From an optimization exercise on the open Yosys and OpenROAD flow, aimed at small area, a short achievable clock period and few clock cycles per item; shortcuts taken in it are not production practice. The RTL was checked by simulation tests, not by an equivalence proof against the original design. Power and IR drop assume default switching activity.

--- flow/flow/run.sh ---
#!/bin/bash
# Own flow: the standard layout (standard.sh, standard synthesis unchanged), with
#  - ports buffered with sky130_fd_sc_hd__buf_4 instead of the default port buffer;
#  - repair_timing aiming below the design's period (setup margin), so the resizer
#    works on the paths that set the achieved period.
# The SDC (clock period, I/O delays, loads) is the standard flow's, unchanged.
set -euo pipefail
cat >> config.mk <<'EOC'
export BUFFER_PORTS_ARGS = -buffer_cell sky130_fd_sc_hd__buf_4
export SETUP_SLACK_MARGIN = 9.1
EOC
bash standard.sh > standard_flow.log 2>&1
--- flow/standard.sh ---
#!/bin/bash
# synth_recipe.tcl (not shown) runs the flow's synth.tcl, then flattens the netlist and writes it again
# the make line also repeats each setting of config.mk as NAME=value (left out here)
make -C /OpenROAD-flow-scripts/flow DESIGN_CONFIG=/design/flow/config.mk WORK_HOME=/design/flow/orfs CLKGATE_MAP_FILE= SYNTH_SCRIPT=/design/flow/synth_recipe.tcl "${@:-finish}"
--- flow/config.mk ---
export PLATFORM = sky130hd
export DESIGN_NAME = gcr62_codec
export DESIGN_NICKNAME = gcr62_codec
export VERILOG_FILES = /design/flow/design.v
export SDC_FILE = /design/flow/constraint.sdc
export NUM_CORES = 4
export LEC_CHECK = 0
export CAP_MARGIN = 20
export CORE_MARGIN = 2
export CORE_UTILIZATION = 60
export CTS_CLUSTER_DIAMETER = 100
export CTS_CLUSTER_SIZE = 24
export SLEW_MARGIN = 20
export BUFFER_PORTS_ARGS = -buffer_cell sky130_fd_sc_hd__buf_4
export SETUP_SLACK_MARGIN = 9.1
--- flow/constraint.sdc ---
create_clock -name core_clock -period 13.0 [get_ports {clk}]
set_input_delay 2.6000 -clock core_clock [delete_from_list [all_inputs] [get_ports {clk}]]
set_output_delay 2.6000 -clock core_clock [all_outputs]
set_load 0.01 [all_outputs]
--- flow/design.v ---
module gcr62_codec (
    input  wire       clk,
    input  wire       rst,
    input  wire       in_valid,
    output reg        in_ready,
    input  wire [7:0] in_data,
    input  wire       in_mode,
    output reg        out_valid,
    input  wire       out_ready,
    output reg  [7:0] out_data,
    output reg        out_last,
    output reg        out_err,
    output reg        out_ckerr
);
    function [7:0] nib_rom;
        input [5:0] v;
        begin
            case (v)
                6'd0:  nib_rom = 8'h96;  6'd1:  nib_rom = 8'h97;
                6'd2:  nib_rom = 8'h9A;  6'd3:  nib_rom = 8'h9B;
                6'd4:  nib_rom = 8'h9D;  6'd5:  nib_rom = 8'h9E;
                6'd6:  nib_rom = 8'h9F;  6'd7:  nib_rom = 8'hA6;
                6'd8:  nib_rom = 8'hA7;  6'd9:  nib_rom = 8'hAB;
                6'd10: nib_rom = 8'hAC;  6'd11: nib_rom = 8'hAD;
                6'd12: nib_rom = 8'hAE;  6'd13: nib_rom = 8'hAF;
                6'd14: nib_rom = 8'hB2;  6'd15: nib_rom = 8'hB3;
                6'd16: nib_rom = 8'hB4;  6'd17: nib_rom = 8'hB5;
                6'd18: nib_rom = 8'hB6;  6'd19: nib_rom = 8'hB7;
                6'd20: nib_rom = 8'hB9;  6'd21: nib_rom = 8'hBA;
                6'd22: nib_rom = 8'hBB;  6'd23: nib_rom = 8'hBC;
                6'd24: nib_rom = 8'hBD;  6'd25: nib_rom = 8'hBE;
                6'd26: nib_rom = 8'hBF;  6'd27: nib_rom = 8'hCB;
                6'd28: nib_rom = 8'hCD;  6'd29: nib_rom = 8'hCE;
                6'd30: nib_rom = 8'hCF;  6'd31: nib_rom = 8'hD3;
                6'd32: nib_rom = 8'hD6;  6'd33: nib_rom = 8'hD7;
                6'd34: nib_rom = 8'hD9;  6'd35: nib_rom = 8'hDA;
                6'd36: nib_rom = 8'hDB;  6'd37: nib_rom = 8'hDC;
                6'd38: nib_rom = 8'hDD;  6'd39: nib_rom = 8'hDE;
                6'd40: nib_rom = 8'hDF;  6'd41: nib_rom = 8'hE5;
                6'd42: nib_rom = 8'hE6;  6'd43: nib_rom = 8'hE7;
                6'd44: nib_rom = 8'hE9;  6'd45: nib_rom = 8'hEA;
                6'd46: nib_rom = 8'hEB;  6'd47: nib_rom = 8'hEC;
                6'd48: nib_rom = 8'hED;  6'd49: nib_rom = 8'hEE;
                6'd50: nib_rom = 8'hEF;  6'd51: nib_rom = 8'hF2;
                6'd52: nib_rom = 8'hF3;  6'd53: nib_rom = 8'hF4;
                6'd54: nib_rom = 8'hF5;  6'd55: nib_rom = 8'hF6;
                6'd56: nib_rom = 8'hF7;  6'd57: nib_rom = 8'hF9;
                6'd58: nib_rom = 8'hFA;  6'd59: nib_rom = 8'hFB;
                6'd60: nib_rom = 8'hFC;  6'd61: nib_rom = 8'hFD;
                6'd62: nib_rom = 8'hFE;  default: nib_rom = 8'hFF;
            endcase
        end
    endfunction
    function [6:0] denib;
        input [7:0] b;
        begin
            case (b)
                8'h96: denib = {1'b1, 6'd0};   8'h97: denib = {1'b1, 6'd1};
                8'h9A: denib = {1'b1, 6'd2};   8'h9B: denib = {1'b1, 6'd3};
                8'h9D: denib = {1'b1, 6'd4};   8'h9E: denib = {1'b1, 6'd5};
                8'h9F: denib = {1'b1, 6'd6};   8'hA6: denib = {1'b1, 6'd7};
                8'hA7: denib = {1'b1, 6'd8};   8'hAB: denib = {1'b1, 6'd9};
                8'hAC: denib = {1'b1, 6'd10};  8'hAD: denib = {1'b1, 6'd11};
                8'hAE: denib = {1'b1, 6'd12};  8'hAF: denib = {1'b1, 6'd13};
                8'hB2: denib = {1'b1, 6'd14};  8'hB3: denib = {1'b1, 6'd15};
                8'hB4: denib = {1'b1, 6'd16};  8'hB5: denib = {1'b1, 6'd17};
                8'hB6: denib = {1'b1, 6'd18};  8'hB7: denib = {1'b1, 6'd19};
                8'hB9: denib = {1'b1, 6'd20};  8'hBA: denib = {1'b1, 6'd21};
                8'hBB: denib = {1'b1, 6'd22};  8'hBC: denib = {1'b1, 6'd23};
                8'hBD: denib = {1'b1, 6'd24};  8'hBE: denib = {1'b1, 6'd25};
                8'hBF: denib = {1'b1, 6'd26};  8'hCB: denib = {1'b1, 6'd27};
                8'hCD: denib = {1'b1, 6'd28};  8'hCE: denib = {1'b1, 6'd29};
                8'hCF: denib = {1'b1, 6'd30};  8'hD3: denib = {1'b1, 6'd31};
                8'hD6: denib = {1'b1, 6'd32};  8'hD7: denib = {1'b1, 6'd33};
                8'hD9: denib = {1'b1, 6'd34};  8'hDA: denib = {1'b1, 6'd35};
                8'hDB: denib = {1'b1, 6'd36};  8'hDC: denib = {1'b1, 6'd37};
                8'hDD: denib = {1'b1, 6'd38};  8'hDE: denib = {1'b1, 6'd39};
                8'hDF: denib = {1'b1, 6'd40};  8'hE5: denib = {1'b1, 6'd41};
                8'hE6: denib = {1'b1, 6'd42};  8'hE7: denib = {1'b1, 6'd43};
                8'hE9: denib = {1'b1, 6'd44};  8'hEA: denib = {1'b1, 6'd45};
                8'hEB: denib = {1'b1, 6'd46};  8'hEC: denib = {1'b1, 6'd47};
                8'hED: denib = {1'b1, 6'd48};  8'hEE: denib = {1'b1, 6'd49};
                8'hEF: denib = {1'b1, 6'd50};  8'hF2: denib = {1'b1, 6'd51};
                8'hF3: denib = {1'b1, 6'd52};  8'hF4: denib = {1'b1, 6'd53};
                8'hF5: denib = {1'b1, 6'd54};  8'hF6: denib = {1'b1, 6'd55};
                8'hF7: denib = {1'b1, 6'd56};  8'hF9: denib = {1'b1, 6'd57};
                8'hFA: denib = {1'b1, 6'd58};  8'hFB: denib = {1'b1, 6'd59};
                8'hFC: denib = {1'b1, 6'd60};  8'hFD: denib = {1'b1, 6'd61};
                8'hFE: denib = {1'b1, 6'd62};  8'hFF: denib = {1'b1, 6'd63};
                default: denib = 7'd0;
            endcase
        end
    endfunction
    function [6:0] denib_m;
        input [7:0] b;
        integer i;
        reg [7:0] t;
        begin
            denib_m = 7'd0;
            for (i = 0; i < 64; i = i + 1) begin
                t = nib_rom(i[5:0]);
                if (b == t)
                    denib_m = denib_m | {1'b1, i[5:0]};
            end
        end
    endfunction
    function [1:0] swap2;
        input [1:0] x;
        swap2 = {x[0], x[1]};
    endfunction
    reg  [5:0] pq   [0:255];
    reg  [1:0] sec0 [0:85];
    reg  [1:0] sec1 [0:85];
    reg  [1:0] sec2 [0:83];
    reg        rst_q;
    wire       rst_a = rst || rst_q;
    always @(posedge clk)
        rst_q <= rst;
    reg  [1:0] iocc;
    reg  [7:0] e0_d, e1_d;
    reg        e0_m, e1_m;
    wire       in_fire = in_valid & in_ready;
    wire       p1_go;                        
    always @(posedge clk) begin
        if (rst_a) begin
            iocc     <= 2'd0;
            in_ready <= 1'b0;
        end else begin
            iocc     <= iocc + {1'b0, in_fire} - {1'b0, p1_go};
            in_ready <= ({1'b0, iocc} + {2'b0, in_ready} - {2'b0, p1_go}) < 3'd2;
        end
    end
    always @(posedge clk) begin
        if (p1_go) begin
            if (iocc == 2'd2) begin
                e0_d <= e1_d; e0_m <= e1_m;
            end else begin
                e0_d <= in_data; e0_m <= in_mode;
            end
        end else if (iocc == 2'd0) begin
            e0_d <= in_data; e0_m <= in_mode;
        end
        if (iocc == 2'd1 && !p1_go) begin
            e1_d <= in_data; e1_m <= in_mode;
        end
    end
    reg  [1:0] t_val, t_mode, t_done, t_err, t_ck;
    reg        ip, op;
    reg  [8:0] k;           
    reg  [6:0] ki;          
    reg  [1:0] ks;          
    reg        kmode;       
    reg        k0;          
    reg        klo;         
    reg        kmid;        
    reg        kl_e, kl_d;  
    reg  [5:0] run;
    reg        rerr;
    reg  [8:0] pcnt;        
    reg  [7:0] pidx;        
    reg        okE, okD;    
    reg  [8:0] rb;          
    reg  [8:0] rbm1;        
    reg        r0;          
    wire       mcur  = k0 ? e0_m : kmode;
    wire [6:0] dn    = denib_m(e0_d);
    wire [5:0] val   = run ^ dn[5:0];
    wire       tlast = mcur ? kl_d : kl_e;
    wire       push  = !mcur || kmid;
    wire       slot_ok = !k0 || !t_val[ip];
    wire       pfull   = pcnt[8];
    assign p1_go = (iocc != 2'd0) && (mcur ? okD : okE) && slot_ok && (!push || !pfull);
    wire       pushgo = p1_go && push;
    wire       pop_iss;     
    wire       prev_on = t_val[~ip];
    wire       pm      = t_mode[~ip];
    wire [8:0] lim_e   = pm ? k : {2'b0, ki};
    wire [8:0] lim_d   = !pm ? {2'b0, ki} :
                         (ki < 7'd84) ? ({2'b0, ki} + 9'd172) : ({2'b0, ki} + 9'd86);
    wire       sbusy   = k0 && t_val[ip];
    wire       okE_a   = !sbusy && (!prev_on || (rb > lim_e));
    wire       okD_a   = !sbusy && (!prev_on || !klo || (rb > lim_d));
    wire       okE_b   = !prev_on || (!r0 && (rbm1 > lim_e));
    wire       okD_b   = !prev_on || (!r0 && (rbm1 > lim_d));
    wire [2:0] w_pl  = !p1_go ? 3'b000 :
                       !mcur  ? ((ks == 2'd0) ? 3'b001 : (ks == 2'd1) ? 3'b010 : 3'b100) :
                       klo    ? ((ki < 7'd84) ? 3'b111 : 3'b011) : 3'b000;
    wire [5:0] w_pd  = mcur ? val : e0_d[7:2];
    wire [5:0] w_sd  = mcur ? val : {3{swap2(e0_d[1:0])}};
    wire       w_err = mcur && (rerr | !dn[6]);
    wire       w_ck  = mcur && (val != 6'd0);
    reg  [8:0] kc;          
    always @(posedge clk) begin
        if (rst_q) begin
            k <= 9'd0; ki <= 7'd0; ks <= 2'd0; kmode <= 1'b0;
            k0 <= 1'b1; klo <= 1'b1; kmid <= 1'b0; kl_e <= 1'b0; kl_d <= 1'b0;
            run <= 6'd0; rerr <= 1'b0;
            pcnt <= 9'd0; pidx <= 8'd255;
            okE <= 1'b0; okD <= 1'b0;
        end else begin
            if (pushgo && !pop_iss) begin
                pcnt <= pcnt + 9'd1;
                pidx <= pidx + 8'd1;
            end else if (pop_iss && !pushgo) begin
                pcnt <= pcnt - 9'd1;
                pidx <= pidx - 8'd1;
            end
            if (p1_go && tlast) begin
                okE <= (op == ip) && !r0;
                okD <= (op == ip) && (mcur ? (rb > 9'd172) : !r0);
            end else if (p1_go) begin
                okE <= okE_b; okD <= okD_b;
            end else begin
                okE <= okE_a; okD <= okD_a;
            end
            if (p1_go) begin
                kmode <= mcur;
                if (mcur) begin
                    run  <= val;
                    rerr <= rerr | !dn[6];
                end
                if (tlast) begin
                    k <= 9'd0; ki <= 7'd0; ks <= 2'd0;
                    k0 <= 1'b1; klo <= 1'b1; kmid <= 1'b0; kl_e <= 1'b0; kl_d <= 1'b0;
                    run <= 6'd0; rerr <= 1'b0;
                end else begin
                    k    <= k + 9'd1;
                    k0   <= 1'b0;
                    klo  <= (k < 9'd85);
                    kmid <= (k >= 9'd85) && (k < 9'd341);
                    kl_e <= (k == 9'd254);
                    kl_d <= (k == 9'd341);
                    if (ki == 7'd85) begin
                        ki <= 7'd0; ks <= ks + 2'd1;
                    end else begin
                        ki <= ki + 7'd1;
                    end
                end
            end
        end
    end
    integer n;
    always @(posedge clk) begin
        if (pushgo) begin
            pq[0] <= w_pd;
            for (n = 1; n < 256; n = n + 1)
                pq[n] <= pq[n - 1];
        end
        if (w_pl[0])
            sec0[ki] <= w_sd[1:0];
        if (w_pl[1])
            sec1[ki] <= w_sd[3:2];
        if (w_pl[2])
            sec2[ki] <= w_sd[5:4];
    end
    wire       iss_end;         
    always @(posedge clk) begin
        if (rst_q) begin
            kc <= 9'd0;
            t_val <= 2'b00; t_done <= 2'b00;
            ip <= 1'b0;
        end else begin
            if (p1_go && k0) begin
                t_val[ip]  <= 1'b1;
                t_mode[ip] <= mcur;
                t_done[ip] <= 1'b0;
            end
            if (p1_go && tlast)
                ip <= ~ip;
            if (p1_go) begin
                if (tlast) begin
                    kc <= 9'd0;
                    t_done[ip] <= 1'b1;
                    t_err[ip]  <= w_err;
                    t_ck[ip]   <= w_ck && !w_err;
                end else begin
                    kc <= kc + 9'd1;
                end
            end
            if (iss_end)
                t_val[op] <= 1'b0;
        end
    end
    reg  [6:0] ri;          
    reg  [1:0] rs;          
    reg        rlt86, rlt342, r255, r342;
    reg        kcok;        
    reg        r_v, r_mode, r_first, r_last, r_err, r_ck;
    reg  [1:0] r_ksel;      
    reg  [1:0] r_rs;
    reg  [5:0] r_sec, r_pq;
    reg  [1:0] qcnt;        
    wire       cnz     = (pcnt != 9'd0);    
    wire       om      = t_mode[op];
    wire       odone   = t_done[op];
    wire       o_avail = om ? (cnz && (!r255 || odone)) :
                         rlt86  ? (kcok || odone) :
                         rlt342 ? cnz : 1'b1;
    wire       cred_ok = !(qcnt[1] && (out_valid || r_v)) &&
                         !(qcnt[0] && out_valid && r_v);
    wire       iss     = t_val[op] && o_avail && cred_ok;
    wire       o_end   = om ? r255 : r342;
    assign     iss_end = iss && o_end;
    assign     pop_iss = iss && (om || (!rlt86 && rlt342));
    wire [9:0] kd      = {1'b0, kc} - {1'b0, rb};
    always @(posedge clk) begin
        if (rst_q) begin
            rb <= 9'd0; rbm1 <= 9'd0; ri <= 7'd0; rs <= 2'd0;
            rlt86 <= 1'b1; rlt342 <= 1'b1; r255 <= 1'b0; r342 <= 1'b0; r0 <= 1'b1;
            kcok <= 1'b0;
            op <= 1'b0;
            r_v <= 1'b0;
        end else begin
            r_v <= iss;
            if (iss && o_end) begin
                rb <= 9'd0; rbm1 <= 9'd0; ri <= 7'd0; rs <= 2'd0;
                rlt86 <= 1'b1; rlt342 <= 1'b1; r255 <= 1'b0; r342 <= 1'b0; r0 <= 1'b1;
                kcok <= 1'b0;
                op <= ~op;
            end else if (iss) begin
                rb   <= rb + 9'd1;
                rbm1 <= rb;
                rlt86  <= (rb < 9'd85);
                rlt342 <= (rb < 9'd341);
                r255   <= (rb == 9'd254);
                r342   <= (rb == 9'd341);
                r0     <= 1'b0;
                kcok   <= !kd[9] && (kd[8:0] >= 9'd174);
                if (ri == 7'd85) begin
                    ri <= 7'd0; rs <= rs + 2'd1;
                end else begin
                    ri <= ri + 7'd1;
                end
            end else begin
                kcok   <= !kd[9] && (kd[8:0] >= 9'd173);
            end
        end
    end
    always @(posedge clk) begin
        r_mode  <= om;
        r_first <= r0;
        r_last  <= o_end;
        r_err   <= t_err[op] && om;
        r_ck    <= t_ck[op] && om;
        r_ksel  <= rlt86 ? 2'd0 : rlt342 ? 2'd1 : 2'd2;
        r_rs    <= rs;
        r_sec   <= {(ri < 7'd84) ? sec2[ri] : 2'b00, sec1[ri], sec0[ri]};
        r_pq    <= pq_rd;
    end
    wire [5:0] pq_rd = pq[pidx];
    reg  [5:0] cprev;
    wire [5:0] ev     = (r_ksel == 2'd0) ? r_sec : (r_ksel == 2'd1) ? r_pq : 6'd0;
    wire [5:0] ex     = ev ^ (r_first ? 6'd0 : cprev);
    wire [1:0] dpair  = (r_rs == 2'd0) ? r_sec[1:0] : (r_rs == 2'd1) ? r_sec[3:2] : r_sec[5:4];
    wire [7:0] c_data = r_mode ? {r_pq, swap2(dpair)} : nib_rom(ex);
    always @(posedge clk) begin
        if (r_v && !r_mode)
            cprev <= ev;
    end
    reg  [10:0] m0, m1;
    wire [10:0] c_ent = {c_data, r_last, r_last && r_err, r_last && r_ck};
    wire        h_free = !out_valid || out_ready;
    wire        to_h   = h_free && (qcnt == 2'd0);
    wire        q_pop  = h_free && (qcnt != 2'd0);
    always @(posedge clk) begin
        if (rst_a) begin
            out_valid <= 1'b0;
            qcnt      <= 2'd0;
        end else begin
            if (h_free)
                out_valid <= (qcnt != 2'd0) || r_v;
            if (h_free)
                qcnt <= (qcnt == 2'd0) ? 2'd0 : (r_v ? qcnt : qcnt - 2'd1);
            else if (r_v)
                qcnt <= qcnt + 2'd1;
        end
    end
    always @(posedge clk) begin
        if (q_pop) begin
            {out_data, out_last, out_err, out_ckerr} <= m0;
        end else if (to_h && r_v) begin
            {out_data, out_last, out_err, out_ckerr} <= c_ent;
        end
        if (q_pop) begin
            m0 <= (qcnt == 2'd2) ? m1 : c_ent;
        end else if (qcnt == 2'd0) begin
            m0 <= c_ent;
        end
        if (qcnt == 2'd1 && !q_pop || qcnt == 2'd2 && q_pop)
            m1 <= c_ent;
    end
endmodule
==> impl_results.md <==
- Area leader, netlist: edfxtp_1
- Critical path cell sequence: buf_12 -> or4b_2 -> buf_12 -> nor2_1 -> buf_4 -> a32oi_1 -> nand4_1 -> or4_1 -> nor4_4 -> nand4_1 -> mux2_4
- Max Clk Rate: 247 MHz
- Max-cap violation count: 0
- Initial core utilization: 60.5%
- Syn Nets: 6123
- Max Slew Vio Count: 0
- CTS tree: done
- Initial antenna violation count: 28
- Unrepaired setup endpoints after global routing: yes
- Top FF cell, synth: edfxtp_1
- Post-Synth XOR/XNOR Area: 0.646%
- Largest family of logic cells by synthesized area: compound AO/OA/AOI/OAI gates
- Area share of the largest cell type after synthesis: 69.7%
- Type of the worst setup path: flip-flop to flip-flop
- Worst-skew pair later-pin latency: 0.79 ns
- Worst hold path type: flip-flop to flip-flop
- Post-DR wirelength/cell: 40.3 µm
- CTS buffer count: 103
- GP Congestion: 1.03
- Via count: 61800
- Critical Path Source Type: flip-flop
- CP max stage delay: 0.57 ns
- Top cells by area, synth: edfxtp_1 (70%), mux4_2 (3.7%), dfxtp_1 (2.8%)
- Area Growth Syn to Fin: 8.12%
- Pwr Total: 12.0 mW
- Clock buffer depth: 3
- Maximum level of the CTS H-tree: 3
- Static leakage: 26.0 nW
- DR vias/cell: 7.65
- Die W: 393 µm
- Fin Setup TNS: 0 ns
- Synth Area in Simple Gates: 8.74%
- Port-buffer cells: 25
- Async set-reset flop share out of synthesis: 0%
- WP data arrival: 4.71 ns
- Clock Pin Slew Worst Setup and Hold Paths: 0.10 ns
- Placement row count: 142
- YS warnings: 2
- Total routed wirelength: 325 mm
- Pre-antenna DRT Iters: 11
- Root Driver: clkbuf_16
- Placed inst area: 93700 µm²
- DP Worst Slack: 6.55 ns
- Final #Nets: 6095
- Share of cells above drive strength 1: 12.4%
- Synth Instances: 6013
- Num ports: 26
- Post-synthesis compound-gate area fraction: 9.78%
- Post-synth EDFFs: 2111
- Largest net degree at the start of global routing: 210
- Worst path slowest cell: or4_1
- Clock sinks: 2238
- Crit. End Element: flip-flop
- Core footprint: 150000 µm²
- Synth unique cells: 88
- Post-route ant nets: 0
- Post-synthesis sequential area ratio: 72.5%
- Worst path bufs/invs: 3
- Crit Path Max Fanout: 56
- Hold Fails Final Rpt: 0
- Worst Skew: 0.0449 ns
- Setup ws final: 8.95 ns
- Mux cell area share after synthesis: 4.79%
- Total track usage: 41.4%
- Worst VDD drop: 113 µV
- Initial DRC Count: 12000
- Relative slew margins: 13.8%
- Final setup viols: 0
- PwrDens: 122 nW/µm²
- Post-DP HPWL: 207 mm
- Count leader, synth: edfxtp_1
- Fin crit period: 4.05 ns
- Final hold slack: 0.400 ns
- Total Die Area: 155000 µm²
- DR DRC count: 0
- Synth Cell Area: 90900 µm²
- Seq cells post-synth: 2238
- First-pass GRT wire length: 442 mm
- Tcrit/Tclk final: 31.2%
- CP top delay family: simple AND/OR/NAND/NOR gates
- FF-to-FF setup slack: 8.95 ns
- Commonest cells post-synth: edfxtp_1 (2111), nor2_1 (538), a22oi_1 (318), nand3_1 (312), nand2_1 (306)
- Final instance area: 98300 µm²
- Vias in the first global route: 56500
- Status: no timing/DRC/antenna violations
- Mean Syn Cell Area: 15.1 µm²
- Die extent in y: 393 µm
- Critical path required time: 13.66 ns
- Adder-Cell Fraction of Synth Area: 1.37%
- Grt total ovfl: 0
- Worst-Margin Slew: 1.29 ns
==> metrics by stage <==
step	util, %	cells
2_1_floorplan	-	6013
3_3_place_gp	62.4	7806
3_5_place_dp	62.4	7807
4_1_cts	64.9	8006
5_1_grt	65.4	8060
6_report	65.5	8080
==> per-layer routing <==
metal | global-route usage [%] | wire (µm) | up-vias | share of wire [%]
met5 | 0 | 87 | - | 0.027
met4 | 24.9 | 26000 | 14 | 8.0
met3 | 13.6 | 47600 | 1400 | 15
met2 | 61.2 | 141000 | 5456 | 43
met1 | 53.7 | 110000 | 30900 | 34
li1 | - | - | 24000 | -
==> sequential cells by signal (all words and copies together), names as in the netlist, 11 cells and up, named ones only <==
name and flops:
m0 11, m1 11, sec1 172, sec0 172, sec2 168, pq 1536
==> power breakdown <==
part           leakage [nW]  total [mW]  internal, mW  switching, mW
clock                  1.37        3.72          1.50           2.22
sequential             15.9        7.92          7.89         0.0361
combinational          8.75       0.364        0.0940          0.270
total                  26.0        12.0          9.48           2.53
==> area by class of cell <==
| class | instances | area [µm²] |
|---|---|---|
| flip-flops and latches | 2238 | 66000 |
| clock inverters | 6 | 67.6 |
| multi-input cells | 3294 | 23800 |
| clock buffers | 155 | 2790 |
| inverters | 60 | 236 |
| repair buffers | 288 | 2800 |
| fillers | 10800 | 51900 |
| well taps | 2016 | 2520 |
| diodes | 23 | 57.6 |
==> cells in the final DEF (no fill, tap or decap), drive strengths merged, types with 20 or more instances in the layout <==
cell type  netlist  routed
a211oi          35      35
a21oi          178     178
a221oi          42      42
a222oi          36      36
a22o            49      49
a22oi          318     318
a31oi           24      24
a32oi          151     151
and3            19      20
buf            132     285
clkbuf         295     157
dfxtp          127     127
diode            0      23
edfxtp        2111    2111
ha              94      94
inv             57      57
mux2            39      39
mux2i           55      56
mux4           149     149
nand2          306     306
nand2b          28      28
nand3          312     312
nand4          122     122
nor2           538     539
nor2b           27      27
nor3            84      84
nor4            67      67
o211ai          22      22
o21ai          123     123
o22ai          128     128
or3             20      20
xnor2           37      37
xor2            30      30
==> final timing paths <==
path         depth (start not counted)  endpoint    start
max                                 11   r_pq[1]  pidx[4]
min                                  0   r_rs[0]    rs[0]
max reg2reg                         11   r_pq[1]  pidx[4]
min reg2reg                          0   r_rs[0]    rs[0]
==> logic make-up (layout without fill, tap and decap cells) <==
group           Yosys count  count (layout)
mux                     243             244
simple gates           1641            1646
xor+xnor                 67              67
other cells               0              23
compound gates         1239            1239
fa+ha+maj                98              98
flops                  2238            2238
buf+inv                 487             509
==> worst reg2reg max path, delay by kind of cell, from the launching register on <==
family / cells / cell delay (ns)
and+or+nand+nor: 6 / 2.12
AOI/OAI and AO/OA: 1 / 0.19
DFF: 1 / 0.35
buffers and inverters: 3 / 0.82
muxes: 1 / 0.45
==> what timing repair did <==
action                                  4_1_cts  5_1_grt
endpoints found under the hold margin         0        0
pin swaps                                    15        9
setup buffers                                32       44
gates resized for setup                     110       64
endpoints found under the setup margin     1980     1179
cloned                                        6        3
hold buffers                                  0        0
Testbench counts, summed over its fixed seeds: cycles 65,772, items 192.

static timing again, ports no longer ideal:
How much do the figures lean on ideal ports? The routed layout below was timed once more, with nothing changed but the port constraints.
Step 1 assumes that a clkbuf_16 drives the clock port and a buf_2 every other input.
Step 2 also shifts input and output timing later by t, the mid clock arrival at the registers, as if the neighbouring blocks saw the same clock.
Slacks: no drivers / after step 1 / after step 2; pairs: no drivers / after step 1.
t (ns): 0.848
slack for setup (ns): 8.946 / 8.946 / 8.571
hold slack, ns: 0.400 / 0.400 / 0.400
worst setup path after step 2: input to register
cell pins on the clock port's net: 1
After both steps this run still meets setup and hold. For this run, drivers alone change the setup slack by 0.000 ns; drivers and shift together by -0.375 ns.
